This design comes from an exercise in tuning for small area and a short achievable clock period on the open sky130 flow, not from production work.
In this exercise RTL edits were held to simulation tests only and were not proved equivalent to the original.
No activity file was given, so power comes from the tool's default toggle rates.

## flow/flow/run.sh

```bash
#!/bin/bash
set -euo pipefail
export BUFFER_PORTS_ARGS="-buffer_cell sky130_fd_sc_hd__buf_1"
bash standard.sh SETUP_SLACK_MARGIN=11 finish > standard.log 2>&1
```

## flow/standard.sh

```bash
#!/bin/bash
# synth_recipe.tcl (not shown) runs the flow's synth.tcl, then flattens the netlist and writes it again
# the make line also repeats each setting of config.mk as NAME=value (left out here)
make -C /OpenROAD-flow-scripts/flow DESIGN_CONFIG=/design/flow/config.mk WORK_HOME=/design/flow/orfs CLKGATE_MAP_FILE= SYNTH_SCRIPT=/design/flow/synth_recipe.tcl "${@:-finish}"
```

## flow/config.mk

```make
export PLATFORM = sky130hd
export DESIGN_NAME = minifloat_pipe
export DESIGN_NICKNAME = minifloat_pipe
export VERILOG_FILES = /design/flow/design.v
export SDC_FILE = /design/flow/constraint.sdc
export NUM_CORES = 4
export LEC_CHECK = 0
export CAP_MARGIN = 20
export CORE_MARGIN = 2
export CORE_UTILIZATION = 40
export CTS_BUF_LIST = sky130_fd_sc_hd__clkbuf_8
export SLEW_MARGIN = 20
```

## flow/constraint.sdc

```tcl
create_clock -name core_clock -period 15.0 [get_ports {clk}]
set_input_delay 3.0000 -clock core_clock [delete_from_list [all_inputs] [get_ports {clk}]]
set_output_delay 3.0000 -clock core_clock [all_outputs]
set_load 0.01 [all_outputs]
```

## flow/design.v

```verilog
module mf_normalize (
    input  wire [2:0]  e_in,
    input  wire        sat_in,
    input  wire [10:0] m_in,
    output reg  [6:0]  y
);
    reg [2:0]  n;
    reg        big;
    reg [3:0]  w;
    integer    i;
    always @* begin
        n   = 3'd0;
        big = m_in[10];                  
        for (i = 4; i < 10; i = i + 1)
            if (m_in[i]) n = i - 3;
        w = 4'd0;
        for (i = 0; i < 7; i = i + 1)
            if (n == i) w = m_in[i +: 4];
        if (sat_in || big || (n > e_in))
            y = 7'h70;
        else
            y = {e_in - n, w};
    end
endmodule
module mf_adder (
    input  wire [7:0]  a,
    input  wire [7:0]  b,           
    input  wire        swp,
    input  wire [2:0]  d,
    output wire [10:0] x,
    output wire        s,
    output wire        tie
);
    wire       sB = swp ? b[7] : a[7];
    wire       sS = swp ? a[7] : b[7];
    wire [3:0] mB = swp ? b[3:0] : a[3:0];
    wire [3:0] mS = swp ? a[3:0] : b[3:0];
    wire [10:0] xS = {7'd0, mS} << d;
    wire [6:0]  hi = xS[10:4];
    wire [3:0]  lo = xS[3:0];
    wire        hiz = (hi == 7'd0);
    wire        same = (a[7] == b[7]);
    wire [4:0]  r   = {1'b0, lo} + {1'b0, mB ^ {4{!same}}} + {4'd0, !same};
    wire        c   = r[4];
    wire        bor = !same && !c && hiz;    
    wire [3:0]  l4  = bor ? (~r[3:0] + 4'd1) : r[3:0];
    wire [6:0]  h7  = hi + (same ? {6'd0, c} : ((!c && !hiz) ? 7'h7F : 7'd0));
    assign x   = {h7, l4};
    assign tie = !same && hiz && c && (r[3:0] == 4'd0);
    assign s   = (same || bor) ? sB : sS;
endmodule
module mf_multiplier (
    input  wire [7:0] a,
    input  wire [7:0] b,
    output wire [7:0] p,
    output wire [2:0] e,
    output wire       sat,
    output wire       under,
    output wire       s
);
    wire [3:0] esum = {1'b0, a[6:4]} + {1'b0, b[6:4]};
    wire [3:0] eb   = esum - 4'd2;
    assign s     = a[7] ^ b[7];
    wire [7:0] p0 = b[0] ? {4'd0, a[3:0]} : 8'd0;
    wire [7:0] p1 = b[1] ? {3'd0, a[3:0], 1'b0} : 8'd0;
    wire [7:0] p2 = b[2] ? {2'd0, a[3:0], 2'b0} : 8'd0;
    wire [7:0] p3 = b[3] ? {1'd0, a[3:0], 3'b0} : 8'd0;
    assign p     = (p0 + p1) + (p2 + p3);
    assign under = (esum < 4'd2);
    assign sat   = (esum >= 4'd9);
    assign e     = eb[2:0];
endmodule
module mf_converter (
    input  wire [31:0] f,
    output reg  [7:0]  exact_y,
    output reg         exact_absent,
    output reg  [7:0]  approx_y
);
    wire        fs = f[31];
    wire [7:0]  fx = f[30:23];
    wire [22:0] ff = f[22:0];
    wire        xz = (fx == 8'd0);
    wire        is_zero = xz && !po[22];
    wire [22:0] po;
    genvar g;
    assign po[0] = ff[0];
    for (g = 1; g < 23; g = g + 1) begin : g_po
        assign po[g] = po[g - 1] | ff[g];
    end
    wire [7:0] j   = 8'd147 - fx;
    wire       neg = (fx <= 8'd124) || ((fx <= 8'd147) && po[j[4:0]]);
    integer i;
    wire       z14 = !po[13];
    reg  [3:0] u;
    always @* begin
        u = 4'd0;
        for (i = 14; i < 23; i = i + 1)
            if (ff[i] && u == 4'd0) u = 23 - i;
    end
    wire       xin  = (fx >= 8'd125) && (fx <= 8'd140);
    wire [3:0] xo   = fx[3:0] - 4'd13;                  
    wire [4:0] eo1  = {1'b0, xo} - {1'b0, u};           
    wire [5:0] eo2  = {2'b0, xo} - {1'b0, u, 1'b0} + 6'd3;   
    wire [3:0] top  = {1'b1, ff[22:20]};
    reg        psat;
    reg  [6:0] pos;
    always @* begin
        psat = eo1[4] || (eo1[3:0] > 4'd6);
        if (u <= 4'd3) begin
            pos  = {eo1[2:0], top >> (2'd3 - u[1:0])};
        end else begin
            if (eo2[5]) psat = 1'b1;
            pos  = {eo2[2:0], top};
        end
        if (!xin || !z14) psat = 1'b1;
    end
    wire [6:0] pres = psat ? 7'h70 : pos;
    reg [6:0] nres;
    always @* begin
        if (xz || fx <= 8'd124) nres = 7'h00;
        else if (fx >= 8'd129)  nres = 7'h70;
        else                    nres = {3'd0, top >> (2'd3 - fx[1:0] + 2'd1)};
    end
    always @* begin
        exact_absent = !is_zero && neg;
        if (is_zero)
            exact_y = {fs, 7'd0};
        else
            exact_y = {fs, pres};
        if (is_zero)
            approx_y = {fs, 7'd0};
        else
            approx_y = {fs, neg ? nres : pres};
    end
endmodule
module mf_tof32 (
    input  wire [7:0]  v,
    output wire [11:0] y
);
    reg [10:0] t;
    always @* begin
        case (v[6:0])
            7'h00: t = 11'h000;
            7'h01: t = 11'h3e8;
            7'h02: t = 11'h3f0;
            7'h03: t = 11'h3f4;
            7'h04: t = 11'h3f8;
            7'h05: t = 11'h3fa;
            7'h06: t = 11'h3fc;
            7'h07: t = 11'h3fe;
            7'h08: t = 11'h400;
            7'h09: t = 11'h401;
            7'h0a: t = 11'h402;
            7'h0b: t = 11'h403;
            7'h0c: t = 11'h404;
            7'h0d: t = 11'h405;
            7'h0e: t = 11'h406;
            7'h0f: t = 11'h407;
            7'h10: t = 11'h000;
            7'h11: t = 11'h3f0;
            7'h12: t = 11'h3f8;
            7'h13: t = 11'h3fc;
            7'h14: t = 11'h400;
            7'h15: t = 11'h402;
            7'h16: t = 11'h404;
            7'h17: t = 11'h406;
            7'h18: t = 11'h408;
            7'h19: t = 11'h409;
            7'h1a: t = 11'h40a;
            7'h1b: t = 11'h40b;
            7'h1c: t = 11'h40c;
            7'h1d: t = 11'h40d;
            7'h1e: t = 11'h40e;
            7'h1f: t = 11'h40f;
            7'h20: t = 11'h000;
            7'h21: t = 11'h3f8;
            7'h22: t = 11'h400;
            7'h23: t = 11'h404;
            7'h24: t = 11'h408;
            7'h25: t = 11'h40a;
            7'h26: t = 11'h40c;
            7'h27: t = 11'h40e;
            7'h28: t = 11'h410;
            7'h29: t = 11'h411;
            7'h2a: t = 11'h412;
            7'h2b: t = 11'h413;
            7'h2c: t = 11'h414;
            7'h2d: t = 11'h415;
            7'h2e: t = 11'h416;
            7'h2f: t = 11'h417;
            7'h30: t = 11'h000;
            7'h31: t = 11'h400;
            7'h32: t = 11'h408;
            7'h33: t = 11'h40c;
            7'h34: t = 11'h410;
            7'h35: t = 11'h412;
            7'h36: t = 11'h414;
            7'h37: t = 11'h416;
            7'h38: t = 11'h418;
            7'h39: t = 11'h419;
            7'h3a: t = 11'h41a;
            7'h3b: t = 11'h41b;
            7'h3c: t = 11'h41c;
            7'h3d: t = 11'h41d;
            7'h3e: t = 11'h41e;
            7'h3f: t = 11'h41f;
            7'h40: t = 11'h000;
            7'h41: t = 11'h408;
            7'h42: t = 11'h410;
            7'h43: t = 11'h414;
            7'h44: t = 11'h418;
            7'h45: t = 11'h41a;
            7'h46: t = 11'h41c;
            7'h47: t = 11'h41e;
            7'h48: t = 11'h420;
            7'h49: t = 11'h421;
            7'h4a: t = 11'h422;
            7'h4b: t = 11'h423;
            7'h4c: t = 11'h424;
            7'h4d: t = 11'h425;
            7'h4e: t = 11'h426;
            7'h4f: t = 11'h427;
            7'h50: t = 11'h000;
            7'h51: t = 11'h410;
            7'h52: t = 11'h418;
            7'h53: t = 11'h41c;
            7'h54: t = 11'h420;
            7'h55: t = 11'h422;
            7'h56: t = 11'h424;
            7'h57: t = 11'h426;
            7'h58: t = 11'h428;
            7'h59: t = 11'h429;
            7'h5a: t = 11'h42a;
            7'h5b: t = 11'h42b;
            7'h5c: t = 11'h42c;
            7'h5d: t = 11'h42d;
            7'h5e: t = 11'h42e;
            7'h5f: t = 11'h42f;
            7'h60: t = 11'h000;
            7'h61: t = 11'h418;
            7'h62: t = 11'h420;
            7'h63: t = 11'h424;
            7'h64: t = 11'h428;
            7'h65: t = 11'h42a;
            7'h66: t = 11'h42c;
            7'h67: t = 11'h42e;
            7'h68: t = 11'h430;
            7'h69: t = 11'h431;
            7'h6a: t = 11'h432;
            7'h6b: t = 11'h433;
            7'h6c: t = 11'h434;
            7'h6d: t = 11'h435;
            7'h6e: t = 11'h436;
            7'h6f: t = 11'h437;
            7'h70: t = 11'h000;
            7'h71: t = 11'h420;
            7'h72: t = 11'h428;
            7'h73: t = 11'h42c;
            7'h74: t = 11'h430;
            7'h75: t = 11'h432;
            7'h76: t = 11'h434;
            7'h77: t = 11'h436;
            7'h78: t = 11'h438;
            7'h79: t = 11'h439;
            7'h7a: t = 11'h43a;
            7'h7b: t = 11'h43b;
            7'h7c: t = 11'h43c;
            7'h7d: t = 11'h43d;
            7'h7e: t = 11'h43e;
            7'h7f: t = 11'h43f;
            default: t = 11'h000;
        endcase
    end
    assign y = {v[7], t};
endmodule
module minifloat_pipe (
    input  wire        clk,
    input  wire        rst,
    input  wire        in_valid,
    input  wire [4:0]  op,
    input  wire [31:0] a,
    input  wire [31:0] b,
    output wire [31:0] y,
    output reg  [1:0]  st,
    output reg         out_valid
);
    localparam ST_OK      = 2'd0;
    localparam ST_ABSENT  = 2'd1;
    localparam ST_ILLEGAL = 2'd2;
    wire [2:0] dab = a[6:4] - b[6:4];
    wire [2:0] dba = b[6:4] - a[6:4];
    wire       bgt = (b[6:4] > a[6:4]);
    reg [4:0]  op_q;
    reg [31:0] a_q;
    reg [7:0]  b_q;
    reg        swp_q;
    reg [2:0]  d_q;
    reg        v1;
    always @(posedge clk) begin
        if (rst) v1 <= 1'b0;
        else     v1 <= in_valid;
        op_q  <= op;
        a_q   <= a;
        b_q   <= b[7:0];
        swp_q <= bgt;
        d_q   <= bgt ? dba : dab;
    end
    wire [7:0] va = a_q[7:0];
    wire [7:0] vb = b_q;
    wire        is_add = (op_q[4:1] == 4'b0110);
    wire [10:0] add_x;
    wire        add_s, add_tie;
    mf_adder u_add (.a(va), .b({vb[7] ^ op_q[0], vb[6:0]}), .swp(swp_q), .d(d_q),
                    .x(add_x), .s(add_s), .tie(add_tie));
    wire [2:0]  add_e = swp_q ? vb[6:4] : va[6:4];
    wire [7:0] mul_p;
    wire [2:0] mul_e;
    wire       mul_sat, mul_under, mul_s;
    mf_multiplier u_mul (.a(va), .b(vb), .p(mul_p), .e(mul_e), .sat(mul_sat),
                         .under(mul_under), .s(mul_s));
    wire [7:0] xfrom_y, afrom_y;
    wire       xfrom_absent;
    mf_converter u_conv (.f(a_q), .exact_y(xfrom_y), .exact_absent(xfrom_absent),
                         .approx_y(afrom_y));
    reg [10:0] o_d;
    reg [2:0]  ne_d;
    reg        nsat_d, rs_d, rz_d;
    reg [1:0]  cls_d, st_d;
    always @* begin
        o_d    = 11'd0;
        ne_d   = 3'd0;
        nsat_d = 1'b0;
        rs_d   = 1'b0;
        rz_d   = 1'b0;
        cls_d  = 2'd1;
        st_d   = ST_OK;
        case (op_q)
            5'd0:  o_d = 11'd0;
            5'd1:  o_d = 11'h21;
            5'd2:  o_d = {3'd0, a_q[16], a_q[10:8], va[3:0]};
            5'd3:  o_d = {10'd0, va[7]};
            5'd4:  o_d = {8'd0, va[6:4]};
            5'd5:  o_d = {7'd0, va[3:0]};
            5'd6:  o_d = {10'd0, va[7]};
            5'd7:  o_d = {10'd0, ~va[7]};
            5'd8:  o_d = (va[6:0] == 7'd0) ? 11'd0 : (va[7] ? 11'hFF : 11'h01);
            5'd9:  o_d = {10'd0, (va == vb)};
            5'd10: begin
                cls_d  = 2'd0;
                o_d    = {1'b0, a_q[9:0]};
                ne_d   = a_q[26:24];
                nsat_d = (a_q[31:24] >= 8'd7) || (a_q[23:10] != 14'd0);
            end
            5'd11: o_d = {3'd0, va ^ 8'h80};
            5'd12, 5'd13: begin
                cls_d  = 2'd0;
                ne_d   = add_e;
                nsat_d = (add_e == 3'd7);
                rs_d   = add_s && !add_tie;
                rz_d   = add_tie;
            end
            5'd14: begin
                cls_d  = 2'd0;
                o_d    = {3'd0, mul_p};
                ne_d   = mul_e;
                nsat_d = mul_sat;
                rs_d   = mul_s;
                rz_d   = mul_under;
            end
            5'd15: begin
                cls_d  = 2'd2;
                o_d    = {3'd0, va};
            end
            5'd16: begin
                if (xfrom_absent) st_d = ST_ABSENT;
                else              o_d  = {3'd0, xfrom_y};
            end
            5'd17: o_d = {3'd0, afrom_y};
            default: st_d = ST_ILLEGAL;
        endcase
    end
    wire [10:0] x_d = is_add ? add_x : o_d;
    reg [10:0] x_q;
    reg [2:0]  ne_q;
    reg        nsat_q, rs_q, rz_q;
    reg [1:0]  cls_q, st2_q;
    reg        v2;
    always @(posedge clk) begin
        if (rst) v2 <= 1'b0;
        else     v2 <= v1;
        x_q    <= x_d;
        ne_q   <= ne_d;
        nsat_q <= nsat_d;
        rs_q   <= rs_d;
        rz_q   <= rz_d;
        cls_q  <= cls_d;
        st2_q  <= st_d;
    end
    wire [6:0] norm_y;
    mf_normalize u_norm (.e_in(ne_q), .sat_in(nsat_q), .m_in(x_q), .y(norm_y));
    wire [11:0] tof_y;
    mf_tof32 u_tof (.v(x_q[7:0]), .y(tof_y));
    reg [7:0]  r_d;
    reg [11:0] h_d;
    always @* begin
        r_d = 8'd0;
        h_d = 12'd0;
        case (cls_q)
            2'd0:    r_d = rz_q ? {rs_q, 7'd0} : {rs_q, norm_y};
            2'd1:    r_d = x_q[7:0];
            default: h_d = tof_y;
        endcase
    end
    reg [7:0]  r_q;
    reg [11:0] h_q;
    always @(posedge clk) begin
        if (rst) out_valid <= 1'b0;
        else     out_valid <= v2;
        r_q <= r_d;
        h_q <= h_d;
        st  <= st2_q;
    end
    assign y = {h_q, 12'd0, r_q};
endmodule
```

==> results of run 1 <==
## cells in the mapped netlist, types with 5 or more instances
cell type and number:
mux2i_1 13, a211oi_1 9, ha_1 48, a22oi_1 8, inv_1 54, a221oi_1 7, nor3_1 21, nor2b_1 15
xor2_1 11, o211ai_1 6, nor2_1 67, buf_4 16, nand3_1 19, clkbuf_1 32, nand4_1 7, nor4_1 5
o21ai_0 37, and2_1 13, xnor2_1 17, fa_1 13, nand2_1 61, a21o_1 15, a21oi_1 53, dfxtp_1 92
## cell usage in the layout, fill, tap and decap left out, types with 4 or more instances in the layout
| cell type | n |
|---|---|
| dfxtp_1 | 80 |
| buf_1 | 68 |
| nor2_1 | 66 |
| nand2_1 | 61 |
| inv_1 | 54 |
| a21oi_1 | 51 |
| ha_1 | 46 |
| o21ai_0 | 35 |
| nor3_1 | 21 |
| nand3_1 | 18 |
| buf_4 | 18 |
| a21o_1 | 15 |
| xnor2_1 | 15 |
| nor2b_1 | 14 |
| and2_1 | 13 |
| mux2i_1 | 12 |
| conb_1 | 12 |
| clkbuf_8 | 12 |
| xor2_1 | 11 |
| fa_1 | 11 |
| a22oi_1 | 8 |
| a211oi_1 | 7 |
| a221oi_1 | 7 |
| nand4_1 | 7 |
| o211ai_1 | 6 |
| dfxtp_4 | 6 |
| dfxtp_2 | 6 |
| nor4_1 | 5 |
| mux2_2 | 4 |
| or2_2 | 4 |
| nand3b_1 | 4 |
## cell type report
type	count	share of cell area
Multi-Input combinational cell	534	0.5658
Sequential cell	92	0.2768
Timing Repair Buffer	88	0.05957
Tap cell	184	0.03404
Inverter	55	0.03238
Clock buffer	12	0.02442
Clock inverter	4	0.007031
## power breakdown
group          internal [mW]  switching (mW)  total [mW]
sequential             0.262          0.0301       0.292
clock                 0.0900          0.0818       0.172
combinational          0.117           0.145       0.262
## stage by stage
step,util,setup slack [ps],cells,power (mW)
3_3_place_gp,0.4316,10460,936,0.5244
6_report,0.4636,11070,969,0.7257
2_1_floorplan,-,10930,732,0.4714
5_1_grt,0.4636,10880,969,0.7781
3_5_place_dp,0.4316,10380,936,0.5323
4_1_cts,0.4497,10850,956,0.7101
## path summary, 6_finish.rpt
path                 start  endpoint  slack (ps)  depth (start not counted)
setup / recovery      a[5]    d_q[2]       11070                          8
hold / removal    st2_q[0]     st[0]         340                          0
setup reg to reg     swp_q   x_q[10]       11130                         20
hold reg to reg   st2_q[0]     st[0]         340                          0
## critical path, delay by kind of cell
kind                     cells  cell delay (ps)
AO/OA/AOI/OAI                3              370
XOR/XNOR                     1              150
adder cells (fa/ha/maj)      1              270
buffers and inverters        2              220
multiplexers                 1              230
## routing by layer
layer  share of wire  global-route usage  up-vias
li1                -                   -     2621
met1            0.46              0.2579     2474
met2            0.47              0.2985      213
met3           0.059             0.03866       22
met4           0.020             0.06270        0
met5               0                   0        -
## repair_timing
action	in CTS	in global routing
pin swaps	1	11
resized for setup	11	33
endpoints found under the setup margin	12	12
cloned	0	0
setup buffers	4	13
## sequential cells by signal, summed over array words and instances, names as in the netlist, 2 cells and up
name,count
cls_q,2
st2_q,2
op_q,5
a_q,32
r_q,8
ne_q,3
b_q,8
st,2
d_q,3
x_q,11
h_q,9
## kinds of logic after synthesis
family	Yosys count	share of synthesized area
other	1	0.0006277
muxes	20	0.04063
adders and majority gates	62	0.1458
AOI/OAI and AO/OA	177	0.1929
DFF	92	0.3083
and+or+nand+nor	234	0.1897
xor gates and xnor gates	29	0.04502
buffers and inverters	106	0.07707
==> impl_metrics.env, run 1 <==
export IMPL_ys_ff_latch=92
export IMPL_ant_nets=0
export IMPL_initial_utilization=0.4095
export IMPL_vias=5330
export IMPL_rows=44
export IMPL_synth_edf_count=0
export IMPL_diodes=0
export IMPL_gp_congestion=0.9014
export IMPL_antenna_found_initial=0
export IMPL_fin_nets=913
export IMPL_fin_hold_ws_ps=343.0
export IMPL_layout_drive_gt1_share=0.1057
export IMPL_relSlewSlack=0.3867
export IMPL_dieWidth_um=126.2
export IMPL_route_detailed_drc=0
export IMPL_io_buffers=70
export IMPL_rsz0062_at_grt="true"
export IMPL_insertion_delay_ps=370
export IMPL_clk_pin_slew_worst_paths_ps=90
export IMPL_syn_area_per_cell_um2=8.286
export IMPL_yosys_area_top_type="dfxtp_1"
export IMPL_cts_root_buffer="clkbuf_8"
export IMPL_cts_made_buffers=9
export IMPL_criticalPathCategory="in -> reg"
export IMPL_tightest_slew_ps=916.6
export IMPL_vias_per_cell=5.501
export IMPL_pin_count=107
export IMPL_ctsHoldBuffers=0
export IMPL_grt_pass1_vias=4925
export IMPL_track_usage=0.1888
export IMPL_status="finished clean"
export IMPL_htree_num_levels=3
export IMPL_vdd_ir_drop_max_uv=68.65
export IMPL_cp_max_fo=3
export IMPL_multi_input_area_um2=3826
export IMPL_syn_area_um2=5974
export IMPL_max_stage_delay_ps=270
export IMPL_synth_seq_area_share=0.3083
export IMPL_areaGrowthSynthToFinish_pct=13.19
export IMPL_die_area_um2=15930
export IMPL_wl_per_cell_um=15.56
export IMPL_yosysTopAreaCellShare=0.3083
export IMPL_grt_pass1_wl_um=24450
export IMPL_cp_data_arrival_time_ps=4240
export IMPL_power_density_nw_per_um2=107.3
export IMPL_n_fill_cell=1411
export IMPL_grt_max_degree=18
export IMPL_cts_sinks=92
export IMPL_syn_inst=721
export IMPL_cts_buffer_depth=2
export IMPL_final_setup_viol_count=0
export IMPL_die_h_um=126.2
export IMPL_period_minus_slack_ps=3933
export IMPL_ys_flop_type="dfxtp_1"
export IMPL_grt_ovfl_total=0
export IMPL_min_period_over_period=0.2622
export IMPL_regArea_um2=1872
export IMPL_slowest_stage="ha_4"
export IMPL_min_path_type="reg -> reg"
export IMPL_slew_viol_final=0
export IMPL_synth_cell_types=67
export IMPL_hold_viol=0
export IMPL_synthTopCellsByArea="dfxtp_1 31%, ha_1 10%, a21oi_1 4.4%, fa_1 4.4%, nor2_1 4.2%"
export IMPL_fin_area_um2=6763
export IMPL_yosysWarnings=4
export IMPL_fin_skew_ps=8.919
export IMPL_wl_um=15080
export IMPL_fin_setup_tns_ps=0
export IMPL_initialDrtViolationCount=415
export IMPL_first_pass_iters=6
export IMPL_leakage_nw=2.893
export IMPL_core_um2=14590
export IMPL_dp_hpwl_um=11500
export IMPL_path_cells="clkbuf_4 -> inv_12 -> ha_4 -> a21o_1 -> a21oi_2 -> a31oi_4 -> mux2i_1 -> xor2_1"
export IMPL_cp_start_kind="primary input"
export IMPL_required_ps=15310
export IMPL_worstSetupEndpointType="flip-flop"
export IMPL_cap_viol_max_count=0
export IMPL_async_flop_share=0
export IMPL_cts_tree="done"
export IMPL_max_freq_mhz=254.3
export IMPL_place_area_um2=6297
==> run 2: changes to the inputs <==
--- a/flow/config.mk
+++ b/flow/config.mk
@@ -9,4 +9,3 @@
 export CORE_MARGIN = 2
 export CORE_UTILIZATION = 40
-export CTS_BUF_LIST = sky130_fd_sc_hd__clkbuf_8
 export SLEW_MARGIN = 20
==> run 2 against run 1 <==
  * Core utilization grew 0.47 points
  * Critical endpoint unchanged
  * Clock skew shrank 1.7 ps
  * First-iteration DRC count grew 6.0%
  * Setup slack gained 1.7 ps
  * Largest cell class unchanged
  * Die area is the same
  * Clock power grew 35%
  * Final cell count shrank 0.41%
  * Highest routed layer unchanged
  * Fmax is essentially flat
  * Non-clock buffer count shrank 4
  * Wire length shrank 0.23%
==> impl_metrics.env, run 2 <==
export IMPL_status="finished clean"
export IMPL_synth_most_common_cell="dfxtp_1"
export IMPL_syn_inst=721
export IMPL_vias_per_cell=5.541
export IMPL_rr_worst_depth=20
export IMPL_ys_ff_latch=92
export IMPL_rows=44
export IMPL_antenna_found_initial=0
export IMPL_vdd_ir_drop_max_uv=73.97
export IMPL_min_period_over_period=0.2621
export IMPL_place_ws_ps=10380
export IMPL_gp_congestion=0.9014
export IMPL_syn_area_per_cell_um2=8.286
export IMPL_fin_setup_tns_ps=0
export IMPL_yosysTopAreaCellShare=0.3083
export IMPL_cts_made_buffers=9
export IMPL_criticalPathCategory="in -> reg"
export IMPL_layout_drive_gt1_share=0.1012
export IMPL_grt_pass1_wl_um=24670
export IMPL_min_path_type="reg -> reg"
export IMPL_ys_flop_type="dfxtp_1"
export IMPL_synth_edf_count=0
export IMPL_dp_hpwl_um=11500
export IMPL_rsz0062_at_grt="true"
export IMPL_wl_um=15050
export IMPL_required_ps=15280
export IMPL_fin_hold_ws_ps=343.9
export IMPL_leakage_nw=2.916
export IMPL_synth_seq_area_share=0.3083
export IMPL_initial_utilization=0.4095
export IMPL_synth_cell_types=67
export IMPL_fin_nets=909
export IMPL_ant_nets=0
export IMPL_insertion_delay_ps=350
export IMPL_io_buffers=70
export IMPL_path_cells="clkbuf_4 -> inv_12 -> ha_4 -> a21o_1 -> a21oi_2 -> a31oi_4 -> mux2i_1 -> xor2_1"
export IMPL_core_um2=14590
export IMPL_rrSetupSlack_ps=11170
export IMPL_gr_usage_met3=0.04630
export IMPL_fin_skew_ps=7.215
export IMPL_grt_ovfl_total=0
export IMPL_cp_max_fo=3
export IMPL_yosys_area_top_type="dfxtp_1"
export IMPL_die_h_um=126.2
export IMPL_worstSetupEndpointType="flip-flop"
export IMPL_use_met2=0.3058
export IMPL_relSlewSlack=0.4025
export IMPL_die_area_um2=15930
export IMPL_tightest_slew_ps=892.9
export IMPL_total_power_mw=0.7812
export IMPL_r2r_end="x_q[10]"
export IMPL_max_stage_delay_ps=270
export IMPL_crit_end="d_q[2]"
export IMPL_use_met1=0.2569
export IMPL_grt_pass1_vias=4992
export IMPL_cts_sinks=92
export IMPL_route_detailed_drc=0
export IMPL_final_setup_viol_count=0
export IMPL_setup_slack_ps=11070
export IMPL_syn_area_um2=5974
export IMPL_hold_viol=0
export IMPL_layout_common_cells="80 x dfxtp_1, 68 x buf_1, 66 x nor2_1"
export IMPL_diodes=0
export IMPL_max_freq_mhz=254.4
export IMPL_initialDrtViolationCount=440
export IMPL_power_density_nw_per_um2=114.4
export IMPL_synth_common_cells="92 x dfxtp_1, 67 x nor2_1, 61 x nand2_1"
export IMPL_rr_startpoint="swp_q"
export IMPL_cap_viol_max_count=0
export IMPL_cts_root_buffer="clkbuf_16"
export IMPL_cp_start_kind="primary input"
export IMPL_htree_num_levels=3
export IMPL_slew_viol_final=0
export IMPL_yosysWarnings=4
export IMPL_startpoint="a[5]"
export IMPL_async_flop_share=0
export IMPL_pin_count=107
export IMPL_period_minus_slack_ps=3931
export IMPL_cp_data_arrival_time_ps=4210
export IMPL_cts_tree="done"
export IMPL_track_usage=0.1911
export IMPL_layout_commonest_cell="dfxtp_1"
export IMPL_top_register="a_q"
export IMPL_slowest_stage="ha_4"
export IMPL_busiest_layer="met2"
export IMPL_cts_buffer_depth=2
export IMPL_clk_pin_slew_worst_paths_ps=60
export IMPL_utilization=0.4683
export IMPL_vias=5347
export IMPL_synthTopCellsByArea="dfxtp_1 31%, ha_1 10%, a21oi_1 4.4%, fa_1 4.4%, nor2_1 4.2%"
export IMPL_reg_top3="a_q x32, x_q x11, h_q x9"
export IMPL_areaGrowthSynthToFinish_pct=14.35
export IMPL_wl_per_cell_um=15.59
export IMPL_largest_reg_flops=32
export IMPL_grt_max_degree=18
export IMPL_dieWidth_um=126.2
export IMPL_first_pass_iters=5
==> run 2: changes by cell type in the layout (fill, tap and decap cells not counted) <==
cell       before  now
clkbuf_16       0    9
clkbuf_8       12    3
buf_4          18   14
dfxtp_2         6    4
dfxtp_4         6    8
buf_2           0    1
clkbuf_1        0    1
clkbuf_2        1    0
inv_1          54   53
nand3_2         0    1
nand3_4         1    0
==> run 2: cell families after synthesis <==
logic type | count (synthesis) | synth area share
other | 1 | 0.0006277
xor gates and xnor gates | 29 | 0.04502
adders and majority gates | 62 | 0.1458
muxes | 20 | 0.04063
buffers and inverters | 106 | 0.07707
DFF | 92 | 0.3083
AOI/OAI and AO/OA | 177 | 0.1929
and+or+nand+nor | 234 | 0.1897
==> run 2: metal layers <==
metal	part of all wire	wire (um)	vias up
li1	-	-	2616
met1	0.46	6938	2493
met2	0.46	6934	210
met3	0.058	868	28
met4	0.020	303	0
met5	0	0	-
==> run 2: how the worst min path moves through the flow <==
stage | depth (start not counted) | endpoint | slack [ps] | from
floorplan | 0 | st[0] | 310 | st2_q[0]
global placement | 0 | st[0] | 320 | st2_q[0]
detailed placement | 0 | st[0] | 330 | st2_q[0]
CTS | 0 | st[0] | 340 | st2_q[0]
global route | 0 | st[0] | 350 | st2_q[0]
finish | 0 | st[0] | 340 | st2_q[0]
==> run 2: area by class of cell <==
| class | count | area, um2 |
|---|---|---|
| Multi-Input combinational cell | 534 | 3819 |
| Clock inverter | 3 | 43.79 |
| Inverter | 55 | 219.0 |
| Clock buffer | 13 | 270.3 |
| Sequential cell | 92 | 1877 |
| Tap cell | 184 | 230.2 |
| Fill cell | 1402 | 7757 |
| Timing Repair Buffer | 84 | 372.9 |
==> run 2: critical path, delay by kind of cell <==
kind,cells,cell delay (ps)
compound gates,3,340
xor+xnor,1,150
fa+ha+maj,1,270
buf+inv,2,220
mux,1,230
==> run 2: repair_timing <==
item,CTS,global route
pin swaps,1,7
gates resized for setup,15,30
setup endpoints to repair,12,12
endpoints found under the hold margin,0,0
setup buffers,6,7
hold buffers,0,0
==> run 2: power by group <==
group          internal [mW]  leakage [nW]  switching, mW
logic                  0.114          1.99          0.142
registers              0.262         0.768         0.0305
clock network          0.143         0.156         0.0898
total                  0.519          2.92          0.262
==> run 2: through the flow <==
step	instances	cell area (um2)
CTS	958	6691
detailed placement	936	6297
floorplan	732	6051
global placement	936	6297
finish	965	6832
global route	965	6832
==> run 3: changes to the inputs <==
--- a/flow/config.mk
+++ b/flow/config.mk
@@ -8,4 +8,5 @@
 export CAP_MARGIN = 20
 export CORE_MARGIN = 2
-export CORE_UTILIZATION = 40
+export CORE_UTILIZATION = 50
+export CTS_BUF_LIST = sky130_fd_sc_hd__clkbuf_8
 export SLEW_MARGIN = 20
==> run 3 against run 2 <==
  * Register-to-register slack better by 30 ps
  * Sequential share of layout area up 0.55 points
  * Sequential power about the same
  * Critical path depth down 7
  * Clock skew up 8.3 ps
  * Clock-buffer cell count down 4
  * Final cell count down 4.1%
  * Via count down 2.1%
  * Critical endpoint is now y[26]
  * Largest cell class unchanged
==> impl_metrics.env, run 3 <==
export IMPL_status="finished clean"
export IMPL_final_setup_viol_count=0
export IMPL_yosys_area_top_type="dfxtp_1"
export IMPL_cp_max_fo=4
export IMPL_pin_count=107
export IMPL_dp_hpwl_um=11430
export IMPL_antenna_found_initial=0
export IMPL_fin_area_um2=6665
export IMPL_layout_common_cells="81 x dfxtp_1, 67 x buf_1, 66 x nor2_1"
export IMPL_min_path_type="reg -> reg"
export IMPL_grt_ovfl_total=0
export IMPL_wl_met2_um=7247
export IMPL_crit_family="flip-flops"
export IMPL_max_freq_mhz=254.8
export IMPL_ys_flop_type="dfxtp_1"
export IMPL_grt_max_degree=19
export IMPL_power_density_nw_per_um2=105.6
export IMPL_vdd_ir_drop_max_uv=68.91
export IMPL_ys_ff_latch=92
export IMPL_n_fill_cell=1085
export IMPL_rsz0062_at_grt="true"
export IMPL_regArea_um2=1868
export IMPL_first_pass_iters=7
export IMPL_dp_cells=894
export IMPL_cts_tree="done"
export IMPL_track_usage=0.2429
export IMPL_insertion_delay_ps=390
export IMPL_syn_area_per_cell_um2=8.286
export IMPL_synthTopCellsByArea="dfxtp_1 31%, ha_1 10%, a21oi_1 4.4%, fa_1 4.4%, nor2_1 4.2%"
export IMPL_gp_congestion=0.9184
export IMPL_leakage_nw=2.859
export IMPL_cap_viol_max_count=0
export IMPL_fin_skew_ps=15.55
export IMPL_layout_commonest_cell="dfxtp_1"
export IMPL_yosysWarnings=4
export IMPL_period_minus_slack_ps=3925
export IMPL_hold_viol=0
export IMPL_reg_top3="a_q x32, x_q x11, h_q x9"
export IMPL_io_buffers=70
export IMPL_route_detailed_drc=0
export IMPL_fin_hold_ws_ps=336.2
export IMPL_path_buf_inv=1
export IMPL_topRoutingLayerUsed="met4"
export IMPL_min_period_over_period=0.2616
export IMPL_htree_num_levels=3
export IMPL_vias=5236
export IMPL_async_flop_share=0
export IMPL_synth_edf_count=0
export IMPL_yosysTopAreaCellShare=0.3083
export IMPL_synth_most_common_cell="dfxtp_1"
export IMPL_criticalPathCategory="reg -> out"
export IMPL_cts_made_buffers=9
export IMPL_slew_viol_final=0
export IMPL_m1WireLength_um=6729
export IMPL_total_power_mw=0.7037
export IMPL_diodes=0
export IMPL_die_area_um2=12840
export IMPL_cts_sinks=92
export IMPL_required_ps=12000
export IMPL_ant_nets=0
export IMPL_synth_common_cells="92 x dfxtp_1, 67 x nor2_1, 61 x nand2_1"
export IMPL_slowest_stage="dfxtp_1"
export IMPL_initial_utilization=0.5188
export IMPL_grt_pass1_vias=5080
export IMPL_dieWidth_um=113.3
export IMPL_layout_drive_gt1_share=0.1049
export IMPL_relSlewSlack=0.3886
export IMPL_met3_length_um=608
export IMPL_worstSetupEndpointType="primary output"
export IMPL_core_um2=11520
export IMPL_synth_cell_types=67
export IMPL_wl_um=14930
export IMPL_fin_cells=925
export IMPL_clk_pin_slew_worst_paths_ps=100
export IMPL_fin_setup_tns_ps=0
export IMPL_path_cells="buf_1"
export IMPL_max_stage_delay_ps=370
export IMPL_grt_pass1_wl_um=24780
export IMPL_cts_root_buffer="clkbuf_8"
export IMPL_die_h_um=113.3
export IMPL_synth_seq_area_share=0.3083
export IMPL_place_area_um2=6238
export IMPL_syn_area_um2=5974
export IMPL_cp_data_arrival_time_ps=920
export IMPL_largest_reg_flops=32
export IMPL_wl_per_cell_um=16.14
export IMPL_areaGrowthSynthToFinish_pct=11.56
export IMPL_top_register="a_q"
export IMPL_tightest_slew_ps=913.8
export IMPL_initialDrtViolationCount=391
export IMPL_syn_inst=721
export IMPL_multi_input_area_um2=3826
export IMPL_vias_per_cell=5.661
export IMPL_cp_start_kind="flip-flop"
export IMPL_fin_nets=910
export IMPL_rows=39
export IMPL_cts_buffer_depth=2
[run 3: cell counts after synthesis]
Identical to the previous run, type by type.
[run 3: metrics by stage]
| stage | utilization | worst slack (ps) |
|---|---|---|
| global route | 0.5788 | 10970 |
| floorplan | - | 10930 |
| global placement | 0.5417 | 10440 |
| finish | 0.5788 | 11080 |
| CTS | 0.5679 | 11000 |
| detailed placement | 0.5417 | 10420 |
[run 3: worst paths after layout]
check	cells after the start	startpoint	slack, ps	end
worst max-delay path	1	h_q[9]	11080	y[26]
worst min-delay path	0	st2_q[1]	340	st[1]
worst max register to register	20	op_q[0]	11200	x_q[10]
worst min register to register	0	st2_q[1]	340	st[1]
[run 3: cells by family (layout without fill, tap and decap cells)]
group,Yosys count,after routing,synth area share
AO/OA/AOI/OAI,177,177,0.1929
XOR/XNOR,29,29,0.04502
adder cells (fa/ha/maj),62,62,0.1458
buffers and inverters,106,156,0.07707
flip-flops,92,92,0.3083
multiplexers,20,20,0.04063
other,1,12,0.0006277
AND/OR/NAND/NOR,234,234,0.1897
[run 3: routing by layer]
| layer | vias up | global-route usage |
|---|---|---|
| li1 | 2612 | - |
| met1 | 2450 | 0.2995 |
| met2 | 144 | 0.4208 |
| met3 | 30 | 0.04874 |
| met4 | 0 | 0.08862 |
| met5 | - | 0 |
[run 3: worst reg2reg max path, stage by stage (launching register included)]
cell	delay, ps
dfxtp_4	400
xor3_2	470
xnor2_2	210
inv_1	80
fa_1	460
nor2b_1	160
o21ai_2	70
nor2b_4	130
nand3_2	90
o21ai_0	110
ha_2	190
inv_1	60
fa_1	190
inv_1	50
a21o_1	160
a21oi_2	170
o21bai_1	80
a21oi_1	170
xor2_1	230
xnor2_1	170
nor2_1	50
[run 3: cell type report]
cell class	count	share of cell area
clock buffer	9	0.01858
multi-input combinational	534	0.5741
sequential	92	0.2803
tap	143	0.02684
timing repair buffer	85	0.05726
clock inverter	7	0.01014
inverter	55	0.03285
[run 3: repair_timing]
action / CTS / global route
buffers inserted: 6 / 9
gates resized for setup: 21 / 22
pin swaps: 2 / 5
hold buffers: 0 / 0
setup endpoints to repair: 12 / 12
[run 3: power breakdown]
group	total, mW	leakage, nW	switching, mW	internal, mW
Sequential	0.292	0.767	0.0300	0.262
Combinational	0.251	2.00	0.138	0.113
Clock	0.161	0.0940	0.0970	0.0641
==> run 4: changes to the inputs <==
==> flow/flow/run.sh (replaced) <==
#!/bin/bash
set -euo pipefail
export BUFFER_PORTS_ARGS="-buffer_cell sky130_fd_sc_hd__buf_1"
bash standard.sh SETUP_SLACK_MARGIN=11.2 finish > standard.log 2>&1
==> run 4 against run 3 <==
  * Still clean
  * Clock-buffer cell count unchanged
  * Wire length up 6.1%
  * Fmax is 1.9% higher
  * Register-to-register slack better by 80 ps
  * Sequential cell count unchanged
  * Sequential power about the same
  * Hold slack barely moved
  * Non-clock buffer count rose by 11
  * Die area stayed put
  * Largest power group unchanged
==> impl_metrics.env, run 4 <==
export IMPL_max_stage_delay_ps=350
export IMPL_diodes=0
export IMPL_status="finished clean"
export IMPL_grt_max_degree=19
export IMPL_synth_common_cells="92 x dfxtp_1, 67 x nor2_1, 61 x nand2_1"
export IMPL_areaGrowthSynthToFinish_pct=16.25
export IMPL_dieWidth_um=113.3
export IMPL_fin_nets=922
export IMPL_vias=5370
export IMPL_die_h_um=113.3
export IMPL_initial_utilization=0.5188
export IMPL_leakage_nw=3.016
export IMPL_rsz0062_at_grt="true"
export IMPL_initialDrtViolationCount=576
export IMPL_syn_area_um2=5974
export IMPL_synth_edf_count=0
export IMPL_internal_power_mw=0.4495
export IMPL_clk_pin_slew_worst_paths_ps=100
export IMPL_antenna_found_initial=0
export IMPL_clkPwrFrac=0.221
export IMPL_use_met1=0.3083
export IMPL_path_cells="buf_2"
export IMPL_io_buffers=70
export IMPL_required_ps=12000
export IMPL_yosysTopAreaCellShare=0.3083
export IMPL_crit_family="flip-flops"
export IMPL_async_flop_share=0
export IMPL_ys_flop_type="dfxtp_1"
export IMPL_slew_viol_final=0
export IMPL_fin_area_um2=6945
export IMPL_min_period_over_period=0.2568
export IMPL_ant_nets=0
export IMPL_yosys_area_top_type="dfxtp_1"
export IMPL_vdd_ir_drop_max_uv=70.29
export IMPL_power_density_nw_per_um2=104.4
export IMPL_cts_tree="done"
export IMPL_worstSetupEndpointType="primary output"
export IMPL_relSlewSlack=0.3612
export IMPL_cts_root_buffer="clkbuf_8"
export IMPL_max_freq_mhz=259.6
export IMPL_synth_cell_types=67
export IMPL_reg_top3="a_q x32, x_q x11, h_q x9"
export IMPL_grt_ovfl_total=0
export IMPL_min_path_type="reg -> reg"
export IMPL_core_um2=11520
export IMPL_rrSetupSlack_ps=11280
export IMPL_fin_setup_tns_ps=0
export IMPL_yosysWarnings=4
export IMPL_final_setup_viol_count=0
export IMPL_layout_commonest_cell="dfxtp_1"
export IMPL_cp_data_arrival_time_ps=850
export IMPL_htree_num_levels=3
export IMPL_swShare=0.3802
export IMPL_power_frac_seq=0.403
export IMPL_vias_per_cell=5.731
export IMPL_largest_reg_flops=32
export IMPL_fin_hold_ws_ps=335.9
export IMPL_utilization=0.6031
export IMPL_fin_skew_ps=11.40
export IMPL_cts_buffer_depth=2
export IMPL_grt_pass1_wl_um=25290
export IMPL_layout_common_cells="72 x dfxtp_1, 66 x nor2_1, 60 x nand2_1"
export IMPL_gp_congestion=0.9106
export IMPL_insertion_delay_ps=380
export IMPL_criticalPathCategory="reg -> out"
export IMPL_die_area_um2=12840
export IMPL_synthTopCellsByArea="dfxtp_1 31%, ha_1 10%, a21oi_1 4.4%, fa_1 4.4%, nor2_1 4.2%"
export IMPL_ctsHoldBuffers=0
export IMPL_grt_pass1_vias=5189
export IMPL_cp_max_fo=4
export IMPL_rows=39
export IMPL_cts_sinks=92
export IMPL_cap_viol_max_count=0
export IMPL_first_pass_iters=6
export IMPL_track_usage=0.2495
export IMPL_period_minus_slack_ps=3852
export IMPL_hold_viol=0
export IMPL_synth_seq_area_share=0.3083
export IMPL_syn_area_per_cell_um2=8.286
export IMPL_route_detailed_drc=0
export IMPL_place_area_um2=6240
export IMPL_p_comb_frac=0.376
export IMPL_cts_made_buffers=9
export IMPL_slowest_stage="dfxtp_2"
export IMPL_ys_ff_latch=92
export IMPL_use_met2=0.4307
export IMPL_wl_per_cell_um=16.91
export IMPL_top_register="a_q"
export IMPL_layout_drive_gt1_share=0.1864
export IMPL_path_buf_inv=1
export IMPL_cp_start_kind="flip-flop"
export IMPL_synth_most_common_cell="dfxtp_1"
export IMPL_wl_um=15840
export IMPL_tightest_slew_ps=954.7
export IMPL_syn_inst=721
export IMPL_gr_usage_met3=0.04392
export IMPL_busiest_layer="met2"
export IMPL_dp_hpwl_um=11660
export IMPL_switchingPower_mw=0.2757
export IMPL_pin_count=107
-- run 4: cell counts after synthesis --
No cell type changed its count.
-- run 4: cell type report --
cell class	instances	area, um2
inverters	55	222.7
clock buffers	9	123.9
fillers	1026	4571
clock inverters	7	63.81
flip-flops and latches	92	1887
repair buffers	96	531.8
well taps	143	178.9
multi-input cells	535	3938
-- run 4: metrics by stage --
| step | power [mW] | setup slack (ps) | std cells |
|---|---|---|---|
| after floorplan | 0.4717 | 10930 | 732 |
| after global routing | 0.7720 | 11070 | 937 |
| after global placement | 0.5257 | 10450 | 894 |
| after CTS | 0.7088 | 11120 | 922 |
| after detailed placement | 0.5323 | 10410 | 894 |
| final | 0.7252 | 11150 | 937 |
-- run 4: power by group through the flow --
stage | Clock (mW) | Sequential, mW | Combinational (mW)
after global placement | 0 | 0.299 | 0.227
after global routing | 0.174 | 0.295 | 0.303
final | 0.160 | 0.292 | 0.273
after detailed placement | 0 | 0.299 | 0.233
after CTS | 0.166 | 0.292 | 0.251
after floorplan | 0 | 0.278 | 0.194
-- run 4: what timing repair did --
action	4_1_cts	5_1_grt
endpoints found under the setup margin	36	35
pin swaps	9	24
resized for setup	69	46
cloned	0	1
setup buffers	12	14
-- run 4: per-layer routing --
metal	share of wire	routed length, um
met5	0	0
met4	0.027	429
met3	0.049	784
met2	0.50	7942
met1	0.42	6687
-- run 4: logic make-up (layout without fill, tap and decap cells) --
family	count (synthesis)	in the layout	synth area share
buf+inv	106	167	0.07707
xor+xnor	29	29	0.04502
mux	20	20	0.04063
other cells	1	12	0.0006277
flops	92	92	0.3083
simple gates	234	235	0.1897
fa+ha+maj	62	62	0.1458
compound gates	177	177	0.1929
-- run 4: path summary, 6_finish.rpt --
check	start	endpoint	cells past startpoint
max	h_q[9]	y[26]	1
min	st2_q[1]	st[1]	0
max reg2reg	swp_q	x_q[5]	18
min reg2reg	st2_q[1]	st[1]	0
==> run 5: changes to the inputs <==
==> flow/flow/run.sh (replaced) <==
#!/bin/bash
set -euo pipefail
export BUFFER_PORTS_ARGS="-buffer_cell sky130_fd_sc_hd__buf_1"
bash standard.sh SETUP_SLACK_MARGIN=11 REMOVE_ABC_BUFFERS=1 finish > standard.log 2>&1
==> run 5 against run 4 <==
  * Die area did not move
  * Sequential share of layout area rose by 0.86 points
  * Register-to-register slack got worse by 120 ps
  * Combinational power fell by 5%
  * Critical path depth did not move
  * Global-route usage fell by 0.25 points
  * Final cell count fell by 1.2%
  * First-iteration DRC count fell by 9.5%
  * Via count fell by 1.2%
  * Clock skew rose by 4.6 ps
  * Critical path type unchanged
==> impl_metrics.env, run 5 <==
export IMPL_min_path_type="reg -> reg"
export IMPL_grt_ovfl_total=0
export IMPL_cts_root_buffer="clkbuf_8"
export IMPL_required_ps=12000
export IMPL_utilization=0.5792
export IMPL_synth_seq_area_share=0.3083
export IMPL_fin_skew_ps=15.97
export IMPL_ys_ff_latch=92
export IMPL_die_h_um=113.3
export IMPL_largest_reg_flops=32
export IMPL_multi_input_area_um2=3830
export IMPL_layout_commonest_cell="dfxtp_1"
export IMPL_ant_nets=0
export IMPL_first_pass_iters=6
export IMPL_yosys_area_top_type="dfxtp_1"
export IMPL_cts_sinks=92
export IMPL_layout_common_cells="80 x dfxtp_1, 69 x buf_1, 66 x nor2_1"
export IMPL_pin_count=107
export IMPL_fin_nets=911
export IMPL_hold_viol=0
export IMPL_cts_made_buffers=9
export IMPL_die_area_um2=12840
export IMPL_synth_edf_count=0
export IMPL_vdd_ir_drop_max_uv=68.53
export IMPL_vias_per_cell=5.732
export IMPL_wl_um=15280
export IMPL_top_register="a_q"
export IMPL_synth_cell_types=67
export IMPL_synth_common_cells="92 x dfxtp_1, 67 x nor2_1, 61 x nand2_1"
export IMPL_ctsHoldBuffers=0
export IMPL_crit_family="flip-flops"
export IMPL_criticalPathCategory="reg -> out"
export IMPL_fin_setup_tns_ps=0
export IMPL_dp_hpwl_um=11810
export IMPL_fin_cells=926
export IMPL_leakage_nw=2.860
export IMPL_tightest_slew_ps=1054
export IMPL_insertion_delay_ps=390
export IMPL_cp_data_arrival_time_ps=920
export IMPL_status="finished clean"
export IMPL_htree_num_levels=3
export IMPL_reg_top3="a_q x32, x_q x11, h_q x9"
export IMPL_layout_drive_gt1_share=0.1098
export IMPL_rr_startpoint="swp_q"
export IMPL_cts_buffer_depth=2
export IMPL_areaGrowthSynthToFinish_pct=11.64
export IMPL_path_cells="buf_1"
export IMPL_crit_end="y[26]"
export IMPL_rr_worst_depth=20
export IMPL_relSlewSlack=0.2955
export IMPL_grt_pass1_vias=5100
export IMPL_cp_depth=1
export IMPL_period_minus_slack_ps=3921
export IMPL_max_stage_delay_ps=370
export IMPL_dieWidth_um=113.3
export IMPL_power_density_nw_per_um2=107.5
export IMPL_clk_pin_slew_worst_paths_ps=110
export IMPL_switchingPower_mw=0.2712
export IMPL_cp_max_fo=4
export IMPL_synth_most_common_cell="dfxtp_1"
export IMPL_worstSetupEndpointType="primary output"
export IMPL_dp_cells=894
export IMPL_power_frac_seq=0.407
export IMPL_max_freq_mhz=255.1
export IMPL_cap_viol_max_count=0
export IMPL_rsz0062_at_grt="true"
export IMPL_regArea_um2=1869
export IMPL_yosysTopAreaCellShare=0.3083
export IMPL_track_usage=0.2470
export IMPL_initialDrtViolationCount=521
export IMPL_initial_utilization=0.5188
export IMPL_clkPwrFrac=0.233
export IMPL_core_um2=11520
export IMPL_rrSetupSlack_ps=11160
export IMPL_p_comb_frac=0.360
export IMPL_diodes=0
export IMPL_io_buffers=70
export IMPL_cp_start_kind="flip-flop"
export IMPL_syn_area_um2=5974
export IMPL_ys_flop_type="dfxtp_1"
export IMPL_slew_viol_final=0
export IMPL_gp_congestion=0.8807
export IMPL_yosysWarnings=4
export IMPL_cts_tree="done"
export IMPL_antenna_found_initial=0
export IMPL_rows=39
export IMPL_syn_area_per_cell_um2=8.286
export IMPL_wl_per_cell_um=16.50
export IMPL_path_buf_inv=1
export IMPL_r2r_end="x_q[10]"
export IMPL_grt_max_degree=20
export IMPL_swShare=0.3783
export IMPL_route_detailed_drc=0
export IMPL_n_fill_cell=1109
export IMPL_slowest_stage="dfxtp_1"
export IMPL_min_period_over_period=0.2614
export IMPL_async_flop_share=0
export IMPL_final_setup_viol_count=0
export IMPL_startpoint="h_q[9]"
export IMPL_grt_pass1_wl_um=25060
export IMPL_syn_inst=721
export IMPL_synthTopCellsByArea="dfxtp_1 31%, ha_1 10%, a21oi_1 4.4%, fa_1 4.4%, nor2_1 4.2%"
export IMPL_vias=5308
export IMPL_internal_power_mw=0.4457
-- run 5: power groups by stage --
stage | registers (mW) | clock network [mW] | logic [mW]
6_report | 0.292 | 0.167 | 0.258
5_1_grt | 0.295 | 0.184 | 0.292
4_1_cts | 0.292 | 0.174 | 0.240
3_5_place_dp | 0.299 | 0 | 0.226
3_3_place_gp | 0.299 | 0 | 0.218
2_1_floorplan | 0.291 | 0 | 0.173
-- run 5: through the flow --
stage	area [um2]	hold WS, ps	worst slack (ps)	power, mW
2_1_floorplan	5762	309.6	10810	0.4636
3_5_place_dp	6203	312.1	10300	0.5252
6_report	6670	338.1	11080	0.7169
3_3_place_gp	6203	311.8	10350	0.5171
5_1_grt	6670	346.2	10940	0.7705
4_1_cts	6528	340.8	10970	0.7062
-- run 5: cells by family (layout without fill, tap and decap cells) --
family,after synthesis,in the layout,share of synthesized area
flops,92,92,0.3083
compound gates,177,177,0.1929
mux,20,20,0.04063
buf+inv,106,157,0.07707
fa+ha+maj,62,62,0.1458
xor+xnor,29,29,0.04502
other cells,1,12,0.0006277
simple gates,234,234,0.1897
-- run 5: repair_timing --
action / in CTS / in global routing
hold endpoints to repair: 0 / 0
pin swaps: 1 / 7
setup endpoints to repair: 12 / 12
setup buffers: 7 / 9
gates resized for setup: 27 / 24
-- run 5: how the worst min path moves through the flow --
stage               cells after the start      from    end
floorplan                               0  st2_q[0]  st[0]
global placement                        0  st2_q[0]  st[0]
detailed placement                      0  st2_q[0]  st[0]
CTS                                     0  st2_q[0]  st[0]
global route                            0  st2_q[1]  st[1]
finish                                  0  st2_q[0]  st[0]
-- run 5: final cells by class --
class                      instances  area share
clock inverter                     7     0.01107
inverter                          55     0.03095
multi-input combinational        534      0.5742
timing repair buffer              86     0.05815
tap                              143     0.02682
clock buffer                       9     0.01857
sequential                        92      0.2802
-- run 5: per-layer routing --
metal / vias to the layer above / track usage / part of all wire
met5: - / 0 / 0
met4: 0 / 0.1033 / 0.030
met3: 30 / 0.04339 / 0.044
met2: 175 / 0.4283 / 0.50
met1: 2487 / 0.3025 / 0.43
li1: 2616 / - / -
==> run 6: changes to the inputs <==
--- a/flow/design.v
+++ b/flow/design.v
@@ -292,6 +292,5 @@
     wire       bgt = (b[6:4] > a[6:4]);
     reg [4:0]  op_q;
-    reg [31:0] a_q;
-    reg [7:0]  b_q;
+    reg [31:0] a_q;                  
     reg        swp_q;
     reg [2:0]  d_q;
@@ -301,11 +300,10 @@
         else     v1 <= in_valid;
         op_q  <= op;
-        a_q   <= a;
-        b_q   <= b[7:0];
+        a_q   <= {a[31:16], (op[3] && (op[2] || op[0])) ? b[7:0] : a[15:8], a[7:0]};
         swp_q <= bgt;
         d_q   <= bgt ? dba : dab;
     end
     wire [7:0] va = a_q[7:0];
-    wire [7:0] vb = b_q;
+    wire [7:0] vb = a_q[15:8];       
     wire        is_add = (op_q[4:1] == 4'b0110);
     wire [10:0] add_x;
==> flow/flow/run.sh (replaced) <==
#!/bin/bash
set -euo pipefail
export BUFFER_PORTS_ARGS="-buffer_cell sky130_fd_sc_hd__buf_1"
bash standard.sh SETUP_SLACK_MARGIN=11 finish > standard.log 2>&1
==> run 6 against run 5 <==
  * Clock power up 3%
  * Critical path type unchanged
  * Sequential power fell by 7%
  * Largest power group unchanged
  * Clock-buffer cell count unchanged
  * Combinational power up 3%
  * First-iteration DRC count decreased by 28%
  * Highest routed layer unchanged
  * Sequential cell count fell by 8
==> impl_metrics.env, run 6 <==
export IMPL_cap_viol_max_count=0
export IMPL_synth_compound_area_share=0.2021
export IMPL_min_period_over_period=0.2611
export IMPL_hp_start="st2_q[1]"
export IMPL_cp_start_kind="flip-flop"
export IMPL_multi_input_area_um2=3951
export IMPL_required_ps=12000
export IMPL_crit_family="flip-flops"
export IMPL_worstSetupEndpointType="primary output"
export IMPL_top_register="a_q"
export IMPL_yosysTopAreaCellShare=0.2818
export IMPL_whs_path_depth=0
export IMPL_gp_congestion=0.9133
export IMPL_relSlewSlack=0.4243
export IMPL_ys_ff_latch=84
export IMPL_criticalPathCategory="reg -> out"
export IMPL_grt_max_degree=17
export IMPL_synth_seq_area_share=0.2818
export IMPL_ys_flop_type="dfxtp_1"
export IMPL_synth_top_family_by_area="compound AO/OA/AOI/OAI gates"
export IMPL_grt_ovfl_total=0
export IMPL_ctsHoldBuffers=0
export IMPL_fin_hold_ws_ps=338.3
export IMPL_antenna_found_initial=0
export IMPL_synth_most_common_cell="dfxtp_1"
export IMPL_rr_startpoint="a_q[23]"
export IMPL_pin_count=107
export IMPL_grt_pass1_wl_um=25410
export IMPL_leakage_nw=2.825
export IMPL_areaGrowthSynthToFinish_pct=11.45
export IMPL_synth_cell_types=74
export IMPL_synth_edf_count=0
export IMPL_async_flop_share=0
export IMPL_clk_pin_slew_worst_paths_ps=90
export IMPL_min_path_type="reg -> reg"
export IMPL_fin_area_um2=6650
export IMPL_initial_utilization=0.5181
export IMPL_n_fill_cell=1080
export IMPL_whs_endpoint="st[1]"
export IMPL_startpoint="h_q[9]"
export IMPL_grt_pass1_vias=5091
export IMPL_rows=39
export IMPL_max_freq_mhz=255.4
export IMPL_cts_tree="done"
export IMPL_layout_commonest_cell="dfxtp_1"
export IMPL_cp_max_fo=4
export IMPL_slowest_stage="dfxtp_1"
export IMPL_io_buffers=70
export IMPL_reg_top3="a_q x32, x_q x11, h_q x9"
export IMPL_layout_common_cells="74 x dfxtp_1, 68 x buf_1, 57 x nand2_1"
export IMPL_utilization=0.5775
export IMPL_synthTopCellsByArea="dfxtp_1 28%, ha_1 10%, fa_1 4.4%, o21ai_0 4.0%, nand2_1 3.6%"
export IMPL_fin_nets=898
export IMPL_path_cells="buf_1"
export IMPL_layout_drive_gt1_share=0.1052
export IMPL_vdd_ir_drop_max_uv=52.89
export IMPL_cts_made_buffers=9
export IMPL_dieWidth_um=113.2
export IMPL_dp_hpwl_um=11720
export IMPL_tightest_slew_ps=855.7
export IMPL_rr_worst_depth=13
export IMPL_first_pass_iters=16
export IMPL_cts_sinks=84
export IMPL_cts_root_buffer="clkbuf_8"
export IMPL_diodes=0
export IMPL_route_detailed_drc=0
export IMPL_synth_common_cells="84 x dfxtp_1, 57 x nand2_1, 54 x inv_1"
export IMPL_final_setup_viol_count=0
export IMPL_rsz0062_at_grt="true"
export IMPL_track_usage=0.2509
export IMPL_vias_per_cell=5.872
export IMPL_period_minus_slack_ps=3916
export IMPL_ant_nets=0
export IMPL_cp_data_arrival_time_ps=920
export IMPL_synth_simple_area_share=0.1919
export IMPL_rrSetupSlack_ps=11170
export IMPL_fin_setup_tns_ps=0
export IMPL_syn_area_per_cell_um2=8.428
export IMPL_muxShareOfSynthArea=0.05095
export IMPL_cts_buffer_depth=2
export IMPL_power_density_nw_per_um2=107.0
export IMPL_place_area_um2=6252
export IMPL_core_um2=11520
export IMPL_regArea_um2=1702
export IMPL_status="finished clean"
export IMPL_initialDrtViolationCount=377
export IMPL_yosysWarnings=4
export IMPL_syn_inst=708
export IMPL_vias=5361
export IMPL_wl_um=15420
export IMPL_fin_skew_ps=14.96
export IMPL_wl_per_cell_um=16.89
export IMPL_die_area_um2=12820
export IMPL_synth_xor_area_frac=0.04886
export IMPL_insertion_delay_ps=390
export IMPL_yosys_area_top_type="dfxtp_1"
export IMPL_htree_num_levels=3
export IMPL_max_stage_delay_ps=370
export IMPL_syn_area_um2=5967
export IMPL_path_buf_inv=1
export IMPL_largest_reg_flops=32
export IMPL_r2r_end="x_q[5]"
export IMPL_synthAdderAreaFrac=0.1476
export IMPL_die_h_um=113.2
export IMPL_hold_viol=0
export IMPL_slew_viol_final=0
==> run 6: cell count changes after synthesis, moves of 6 or more <==
cell and delta:
mux2_2 +6, nand3_1 -12, a21oi_1 -11, dfxtp_1 -8
and3_1 +6, o21ai_0 +11, nor2_1 -23
==> run 6: cell type report <==
class	count	area share
Clock buffer	9	0.01863
Timing Repair Buffer	86	0.05945
Inverter	55	0.03293
Clock inverter	7	0.01204
Tap cell	143	0.02691
Multi-Input combinational cell	529	0.5942
Sequential cell	84	0.2559
==> run 6: per-stage QoR <==
stage	power (mW)	instances	setup WS [ps]
after floorplan	0.4634	719	10930
after global routing	0.7608	913	10990
after global placement	0.5182	883	10400
after CTS	0.7043	903	11000
after detailed placement	0.5246	883	10370
final	0.7114	913	11080
==> run 6: cells by family (layout without fill, tap and decap cells) <==
family,after synthesis,count (layout)
xor+xnor,30,30
simple gates,217,217
flops,84,84
other cells,1,12
compound gates,182,182
buf+inv,106,157
mux,25,25
fa+ha+maj,63,63
==> run 6: report_power, final <==
part / leakage, nW / total, mW / internal [mW] / switching, mW
registers: 0.699 / 0.273 / 0.241 / 0.0326
clock network: 0.102 / 0.172 / 0.0792 / 0.0923
logic: 2.02 / 0.267 / 0.120 / 0.147
total: 2.82 / 0.711 / 0.440 / 0.272
==> run 6: worst max-delay path by stage <==
stage | endpoint | slack (ps) | cells after the start
6_report | y[28] | 11080 | 1
5_1_grt | x_q[5] | 10990 | 13
4_1_cts | x_q[5] | 11000 | 16
3_5_place_dp | x_q[5] | 10370 | 16
3_3_place_gp | x_q[5] | 10400 | 16
2_1_floorplan | d_q[2] | 10930 | 7
==> run 6: routing by layer <==
metal | vias up | wire length (um) | global-route usage
met2 | 207 | 7219 | 0.4108
met5 | - | 0 | 0
met4 | 0 | 395 | 0.1024
met1 | 2506 | 6973 | 0.3343
li1 | 2618 | - | -
met3 | 30 | 836 | 0.03482
==> run 6: what timing repair did <==
item | 4_1_cts | 5_1_grt
buffers inserted | 4 | 10
resized for setup | 15 | 21
pin swaps | 2 | 6
setup endpoints to repair | 10 | 8

-- re-timing with driven ports --
In the flow no input, the clock included, has a driving cell. The finished layouts below were timed again as built, in two steps.
Step 1: set_driving_cell puts a clkbuf_16 on clk and a buf_2 on each other input, an assumption about the parent block.
Step 2 times the ports against the registers' clock, not the clock port: input delays grow and output delays shrink by t, the midpoint of the rising clock arrivals with the driver on.
a / b / c = no drivers / after step 1 / after step 2; a / b = the first two.
| run | t, ns | setup WS [ns] | worst register clock-pin slew, ns |
|---|---|---|---|
| run 1 | 0.408 | 11.067 / 11.078 / 10.671 | 0.09 / 0.09 |
| run 2 | 0.389 | 11.069 / 11.083 / 10.695 | 0.06 / 0.06 |
| run 3 | 0.417 | 11.075 / 11.038 / 10.685 | 0.10 / 0.10 |
| run 4 | 0.412 | 11.148 / 11.110 / 10.724 | 0.10 / 0.10 |
| run 5 | 0.418 | 11.079 / 11.044 / 10.705 | 0.11 / 0.11 |
| run 6 | 0.418 | 11.084 / 11.047 / 10.699 | 0.10 / 0.10 |
After both steps setup and hold are still met in every run listed. The setup slack of run 4, which loses most, moves by -0.038 ns with the drivers and by -0.424 ns with both steps.
